Context: an optimization exercise on an open-source flow, tuned for small area. The choices shown serve that exercise and are no tape-out recipe. RTL that was checked went through simulation tests only; none was proved equivalent to the original. Power and IR drop assume default switching activity.

==> flow/design.v <==
module linkcore_dp (
    input  wire        clk,
    input  wire        rst,         
    input  wire        op_valid,
    output wire        op_ready,
    input  wire [7:0]  op_code,
    input  wire [31:0] op_a,
    input  wire [31:0] op_b,
    output reg         res_valid,
    output reg         res_err,
    output wire [31:0] res_data,
    output wire [31:0] key,
    output wire [31:0] csum,
    output wire [31:0] localkey,
    output wire [31:0] remotekey,
    output wire [31:0] err
);
    localparam OP_NOP        = 4'h0;
    localparam OP_CSUM_INIT  = 4'h1;
    localparam OP_CSUM_FOLD  = 4'h2;
    localparam OP_CSUM_FINAL = 4'h3;
    localparam OP_KDF        = 4'h4;
    localparam OP_RKEY       = 4'h5;
    localparam OP_KSEED      = 4'h6;
    localparam OP_KADV       = 4'h7;
    localparam OP_MASK       = 4'h8;
    localparam OP_CRYPT      = 4'h9;
    localparam OP_RESV       = 4'hA;    
    localparam OP_PAYW       = 4'hB;
    localparam OP_SEAL       = 4'hC;
    localparam OP_MISAL      = 4'hD;    
    localparam [31:0] CSUM_SEED      = 32'h0000_15A0;
    localparam [31:0] MASK_CONST     = 32'h2079_6220;
    localparam [31:0] REMOTE_KEY_XOR = 32'h6F64_6573;
    localparam [31:0] KDF_C0         = 32'h4B61_7761;
    localparam [31:0] KDF_C1         = 32'h7365_646F;
    localparam M_CLR  = 2'd0;
    localparam M_IDLE = 2'd1;
    localparam M_PRE  = 2'd2;
    localparam M_POST = 2'd3;
    reg [31:0] K, C, L, R, O, S;
    reg [15:0] T;
    reg [4:0]  p;
    reg [1:0]  mode;
    reg [2:0]  pass;
    reg        predone;
    reg [3:0]  opl;
    reg        cy, seen;        
    reg        c1, c2;          
    reg        kc;              
    reg        e4, e6, e8, l1, l2, l3;
    assign key       = K;
    assign csum      = C;
    assign localkey  = L;
    assign remotekey = R;
    assign res_data  = O;
    assign err       = {8'd0, 4'd0, l3, l2, l1, (e4 | e6 | e8), 6'd0, 1'b0, e8, 1'b0, e6, 1'b0, e4, 4'd0};
    function pge(input [4:0] n, input [4:0] ph);
        pge = (32'hFFFF_FFFF << n) >> ph;
    endfunction
    localparam [31:0] PLE6   = 32'h0000_007F;
    localparam [31:0] P16_22 = 32'h007F_0000;
    localparam [31:0] P24_30 = 32'h7F00_0000;
    wire p0    = (p == 5'd0);
    wire p31   = (p == 5'd31);
    wire plo   = ~p[4];         
    assign op_ready = (mode == M_IDLE) && p0 && (!op_valid || predone);
    wire accept = op_ready && op_valid;
    wire [3:0] pc  = op_code[3:0];
    wire a_t = op_a[p];
    wire b_t = op_b[p];
    wire pc_kdf  = (pc == OP_KDF);
    wire pc_rkey = (pc == OP_RKEY);
    wire pc_seal = (pc == OP_SEAL);
    wire pc_msk  = (pc == OP_MASK) || (pc == OP_CRYPT) || (pc == OP_PAYW) || pc_seal;
    wire pc_fold = (pc == OP_CSUM_FOLD) || (pc == OP_PAYW);
    wire pc_tld  = (pc == OP_CSUM_FINAL) || pc_seal;
    wire x_t   = pc_seal ? b_t : a_t;
    wire kbit  = pc_kdf ? (p == 5'd9) : (p == 5'd25);
    wire cin   = (pc_msk || pc_kdf) && (kbit || (cy && !p0));
    wire z_t   = x_t ^ cin;
    wire sn    = seen && !p0;
    wire w_t   = z_t ^ sn;                         
    wire unit  = pc_msk  ? (w_t ^ MASK_CONST[p]) :
                 pc_kdf  ? z_t :
                 pc_rkey ? (a_t ^ REMOTE_KEY_XOR[p]) : 1'b0;
    wire cseal = C[0] | (~plo & T[0]);             
    wire d_t   = pc_seal ? cseal : (pc_msk ? b_t : 1'b0);
    wire s_pre = d_t ^ unit;
    wire fw_t  = (pc == OP_PAYW) ? b_t : a_t;
    wire fb    = T[0] ^ C[0] ^ fw_t;
    wire n8    = op_a[11] ^ ~(op_a[9] | op_a[10]);    
    wire mult = (opl == OP_KADV) || (opl == OP_CRYPT) || (opl == OP_PAYW) || (opl == OP_SEAL);
    wire in_post = (mode == M_POST);
    wire last = in_post && (pass == 3'd6);
    reg        n1, n2;
    reg        g1, g2;
    reg        tp1, tp2;
    always @(*) begin
        case (pass)
            3'd1:    begin n1 = 1'b1; g1 = pge(5'd2, p);  tp1 = K[30]; n2 = 1'b0; g2 = pge(5'd4, p);  tp2 = K[28]; end
            3'd2:    begin n1 = 1'b0; g1 = pge(5'd6, p);  tp1 = K[26]; n2 = 1'b0; g2 = pge(5'd8, p);  tp2 = K[24]; end
            3'd3:    begin n1 = 1'b1; g1 = pge(5'd13, p); tp1 = K[19]; n2 = 1'b1; g2 = pge(5'd15, p); tp2 = K[17]; end
            3'd4:    begin n1 = 1'b1; g1 = pge(5'd19, p); tp1 = K[13]; n2 = 1'b1; g2 = pge(5'd23, p); tp2 = K[9];  end
            3'd5:    begin n1 = 1'b0; g1 = pge(5'd25, p); tp1 = K[7];  n2 = 1'b1; g2 = pge(5'd29, p); tp2 = K[3];  end
            default: begin n1 = 1'b1; g1 = 1'b1;         tp1 = K[0];  n2 = 1'b0; g2 = 1'b0;          tp2 = 1'b0;  end
        endcase
    end
    wire t1 = n1 ^ (g1 & tp1);
    wire t2 = n2 ^ (g2 & tp2);
    wire i1 = n1;
    wire i2 = n2 | last;
    wire acc = O[0] & (pass != 3'd1);
    wire c1e = p0 ? i1 : c1;
    wire c2e = p0 ? i2 : c2;
    wire sum1 = acc ^ t1 ^ c1e;
    wire co1  = (acc & t1) | (acc & c1e) | (t1 & c1e);
    wire sum2 = sum1 ^ t2 ^ c2e;
    wire co2  = (sum1 & t2) | (sum1 & c2e) | (t2 & c2e);
    wire y_t  = sum2 ^ ((pass == 3'd1) & p31 & K[1]);     
    wire kn   = S[10];                                    
    wire kk   = (p == 5'd0) ? S[17] : ((p == 5'd3) || (p == 5'd4) || (p == 5'd5));
    wire kce  = kc && !p0;
    wire ks   = kn ^ kk ^ kce;
    wire kco  = (kn & kk) | (kn & kce) | (kk & kce);
    reg  vb;
    always @(*) begin
        if (PLE6[p])          vb = ks;
        else if (p == 5'd8)   vb = S[9];                  
        else if (P16_22[p])   vb = S[26];    
        else if (P24_30[p])   vb = S[11];    
        else                  vb = (32'h8080_B880 >> p) & 1'b1;
    end
    wire kdf_t = vb ^ (T[0] ? KDF_C1[p] : KDF_C0[p]);
    wire er_res = (opl == OP_RESV);
    wire er_mis = (opl == OP_MISAL);
    wire er_win = (opl == OP_KDF) && cy;
    wire er_any = er_res | er_mis | er_win;
    wire clr = (mode == M_CLR);
    wire pre = (mode == M_PRE);
    wire seed_t = CSUM_SEED[p];
    wire knew = mult ? y_t : K[0];
    reg hK, hC, hL, hR, hO;
    always @(*) begin
        hK = K[0]; hC = C[0]; hL = L[0]; hR = R[0]; hO = O[0];
        if (clr) begin
            hK = 1'b0; hC = seed_t; hL = 1'b0; hR = 1'b0; hO = 1'b0;
        end else if (in_post && pass != 3'd0 && pass != 3'd6) begin
            if (mult) hO = y_t;
        end else if (last) begin
            case (opl)
                OP_CSUM_INIT:  begin hC = seed_t; hO = seed_t; end
                OP_CSUM_FOLD:  begin hC = plo & T[0]; hO = plo & T[0]; end
                OP_CSUM_FINAL: begin hC = cseal; hO = cseal; end
                OP_KDF:        if (!cy) begin hL = kdf_t; hO = kdf_t; end
                OP_RKEY:       begin hR = S[0]; hO = S[0]; end
                OP_KSEED:      begin hK = R[0]; hO = R[0]; end
                OP_KADV, OP_MASK, OP_CRYPT:
                               begin hK = knew; hO = knew ^ S[0]; end
                OP_PAYW:       begin hK = knew; hO = knew ^ S[0]; hC = plo & T[0]; end
                OP_SEAL:       begin hK = knew; hO = knew ^ S[0]; hC = cseal; end
                default: ;
            endcase
        end
    end
    wire hS = pre ? s_pre : S[0];
    wire tfold = pre && pc_fold;
    reg  hT;
    always @(*) begin
        if (pre) begin
            if (pc_fold)      hT = fb;
            else if (pc_tld)  hT = plo ? a_t : T[0];
            else if (pc_kdf)  hT = n8;
            else              hT = 1'b0;
        end else if (in_post || (mode == M_IDLE && predone))
            hT = T[0];
        else
            hT = 1'b0;
    end
    wire [15:0] tpoly = tfold ? (16'hA1C1 & {16{fb}}) : 16'h0000;
    always @(posedge clk) begin
        K <= {hK, K[31:1]};
        C <= {hC, C[31:1]};
        L <= {hL, L[31:1]};
        R <= {hR, R[31:1]};
        O <= {hO, O[31:1]};
        S <= {hS, S[31:1]};
        T <= {hT, T[15:1] ^ tpoly[14:0]};
    end
    always @(posedge clk) begin
        if (pre) begin
            cy   <= cin & (x_t ^ pc_kdf);
            seen <= sn | z_t;
        end
        c1 <= co1;
        c2 <= co2;
        kc <= kco;
    end
    always @(posedge clk) begin
        if (rst) begin
            p         <= 5'd0;
            mode      <= M_CLR;
            pass      <= 3'd0;
            predone   <= 1'b0;
            res_valid <= 1'b0;
            res_err   <= 1'b0;
            e4 <= 1'b0; e6 <= 1'b0; e8 <= 1'b0;
            l1 <= 1'b0; l2 <= 1'b0; l3 <= 1'b0;
        end else begin
            p         <= p + 5'd1;
            res_valid <= 1'b0;
            res_err   <= 1'b0;
            if (!op_valid || accept) predone <= 1'b0;
            case (mode)
                M_CLR:  if (p31) mode <= M_IDLE;
                M_IDLE: begin
                    if (accept) begin
                        mode <= M_POST;
                        pass <= 3'd0;
                        opl  <= (op_code[7:4] != 4'h0 || pc == 4'hA || pc == 4'hD ||
                                 pc == 4'hE || pc == 4'hF) ? OP_RESV :
                                (pc == OP_PAYW && op_a[1:0] != 2'b00) ? OP_MISAL : pc;
                    end else if (p31 && op_valid && !predone) begin
                        mode    <= M_PRE;
                        predone <= 1'b1;
                    end
                end
                M_PRE:  if (p31) mode <= M_IDLE;
                M_POST: if (p31) begin
                    pass <= pass + 3'd1;
                    if (pass == 3'd6) begin
                        mode      <= M_IDLE;
                        res_valid <= 1'b1;
                        res_err   <= er_any;
                        if (er_res) begin e6 <= 1'b1; l1 <= 1'b1; l2 <= 1'b1; l3 <= 1'b0; end
                        if (er_mis) begin e8 <= 1'b1; l1 <= 1'b0; l2 <= 1'b0; l3 <= 1'b1; end
                        if (er_win) begin e4 <= 1'b1; l1 <= 1'b0; l2 <= 1'b1; l3 <= 1'b0; end
                    end
                end
            endcase
        end
    end
endmodule
export LEC_CHECK = 0
export CAP_MARGIN = 20
export CORE_MARGIN = 2
export CORE_UTILIZATION = 40
export SLEW_MARGIN = 20
create_clock -name core_clock -period 10.0 [get_ports {clk}]
standard.sh (not shown) runs the stock make flow with config.mk's settings and CLKGATE_MAP_FILE= SYNTH_SCRIPT=/design/flow/synth_recipe.tcl, a recipe that flattens the netlist after the stock synthesis.
==> flow/flow/run.sh <==
#!/bin/bash
set -o pipefail
export BUFFER_PORTS_ARGS="-buffer_cell sky130_fd_sc_hd__buf_1"
export CTS_ARGS="-sink_clustering_enable -repair_clock_nets -buf_list sky130_fd_sc_hd__clkbuf_4 -root_buf sky130_fd_sc_hd__clkbuf_8 -dont_use_dummy_load -sink_clustering_size 10 -sink_clustering_max_diameter 50"
bash standard.sh > standard.log 2>&1
The starting point finished with timing, DRC and antenna clean.
Change:
--- a/flow/design.v
+++ b/flow/design.v
@@ -38,7 +38,8 @@
     localparam M_IDLE = 2'd1;
     localparam M_PRE  = 2'd2;
     localparam M_POST = 2'd3;
-    reg [31:0] K, C, L, R, O, S;
+    reg [31:0] K, C, R, O, S;
+    reg [15:0] L;               
     reg [15:0] T;
     reg [4:0]  p;
     reg [1:0]  mode;
@@ -51,7 +52,16 @@
     reg        e4, e6, e8, l1, l2, l3;
     assign key       = K;
     assign csum      = C;
-    assign localkey  = L;
+    wire       lv   = L[15];
+    wire       ln8  = L[1];
+    wire [6:0] lnh  = {~L[6], ~L[5], L[4], L[3], L[2] ^ L[1], L[1], ~L[0]};    
+    wire       ln14 = L[7] ^ ~L[1];
+    wire [7:0] ls8  = {1'b0, lnh} + 8'h38 + {7'd0, ln14};
+    wire [31:0] lcx = ln8 ? KDF_C1 : KDF_C0;
+    wire [7:0] llo  = {1'b1, ls8[6:0]} ^ lcx[7:0];
+    assign localkey  = {L[15:8], lv, L[6:0],
+                        lv, lv, 1'b0, L[1], lv, lv, lv & ~L[1], L[7],
+                        llo & {8{lv}}};
     assign remotekey = R;
     assign res_data  = O;
     assign err       = {8'd0, 4'd0, l3, l2, l1, (e4 | e6 | e8), 6'd0, 1'b0, e8, 1'b0, e6, 1'b0, e4, 4'd0};
@@ -152,7 +162,11 @@
                 OP_CSUM_INIT:  begin hC = seed_t; hO = seed_t; end
                 OP_CSUM_FOLD:  begin hC = plo & T[0]; hO = plo & T[0]; end
                 OP_CSUM_FINAL: begin hC = cseal; hO = cseal; end
-                OP_KDF:        if (!cy) begin hL = kdf_t; hO = kdf_t; end
+                OP_KDF:        if (!cy) begin
+                                   hO = kdf_t;
+                                   if (p == 5'd23)  hL = S[26] ^ ~T[0];    
+                                   else if (p[4])   hL = kdf_t;
+                               end
                 OP_RKEY:       begin hR = S[0]; hO = S[0]; end
                 OP_KSEED:      begin hK = R[0]; hO = R[0]; end
                 OP_KADV, OP_MASK, OP_CRYPT:
@@ -181,7 +195,7 @@
     always @(posedge clk) begin
         K <= {hK, K[31:1]};
         C <= {hC, C[31:1]};
-        L <= {hL, L[31:1]};
+        L <= {hL, L[15:1]};
         R <= {hR, R[31:1]};
         O <= {hO, O[31:1]};
         S <= {hS, S[31:1]};
What happened:
- The changed run passed the timing, DRC and antenna checks
- area after synthesis fell by 1.4%
- total power fell by 5.8%
- worst hold slack is worse by 29 ps
- die area fell by 1.4%
- design area fell by 1.8%
- final cell count rose by 0.67%
- maximum frequency fell by 4.3%
- critical path depth is unchanged
Only the layout flow was run in the first run of this note; the RTL was not checked for function there.

[separate check: timing with driven ports]
How much do the figures lean on ideal ports? The routed layouts below were timed once more, with nothing changed but the port constraints. Step 1 sets driving cells, clkbuf_16 on the clock port and buf_2 on the other inputs (assumed; they add their load-dependent delay and slew). Step 2 adds t to the input delays and takes it off the output delays; t is the mean of the earliest and latest rising clock arrival at the registers after step 1. Input paths then give back, and output paths get back, about the clock's delay inside the block. a / b / c = ideal / step 1 / step 2; a / b = the first two.
run	t, ns	slack for setup (ns)	hold WS [ns]
the first run	0.554	5.434 / 5.411 / 5.411	0.300 / 0.300 / 0.300
the second run	0.546	5.228 / 5.228 / 5.057	0.271 / 0.271 / 0.271
After both steps every run listed still meets setup and hold. For the second run, which loses most, drivers alone change the setup slack by 0.000 ns; drivers and shift together by -0.171 ns.
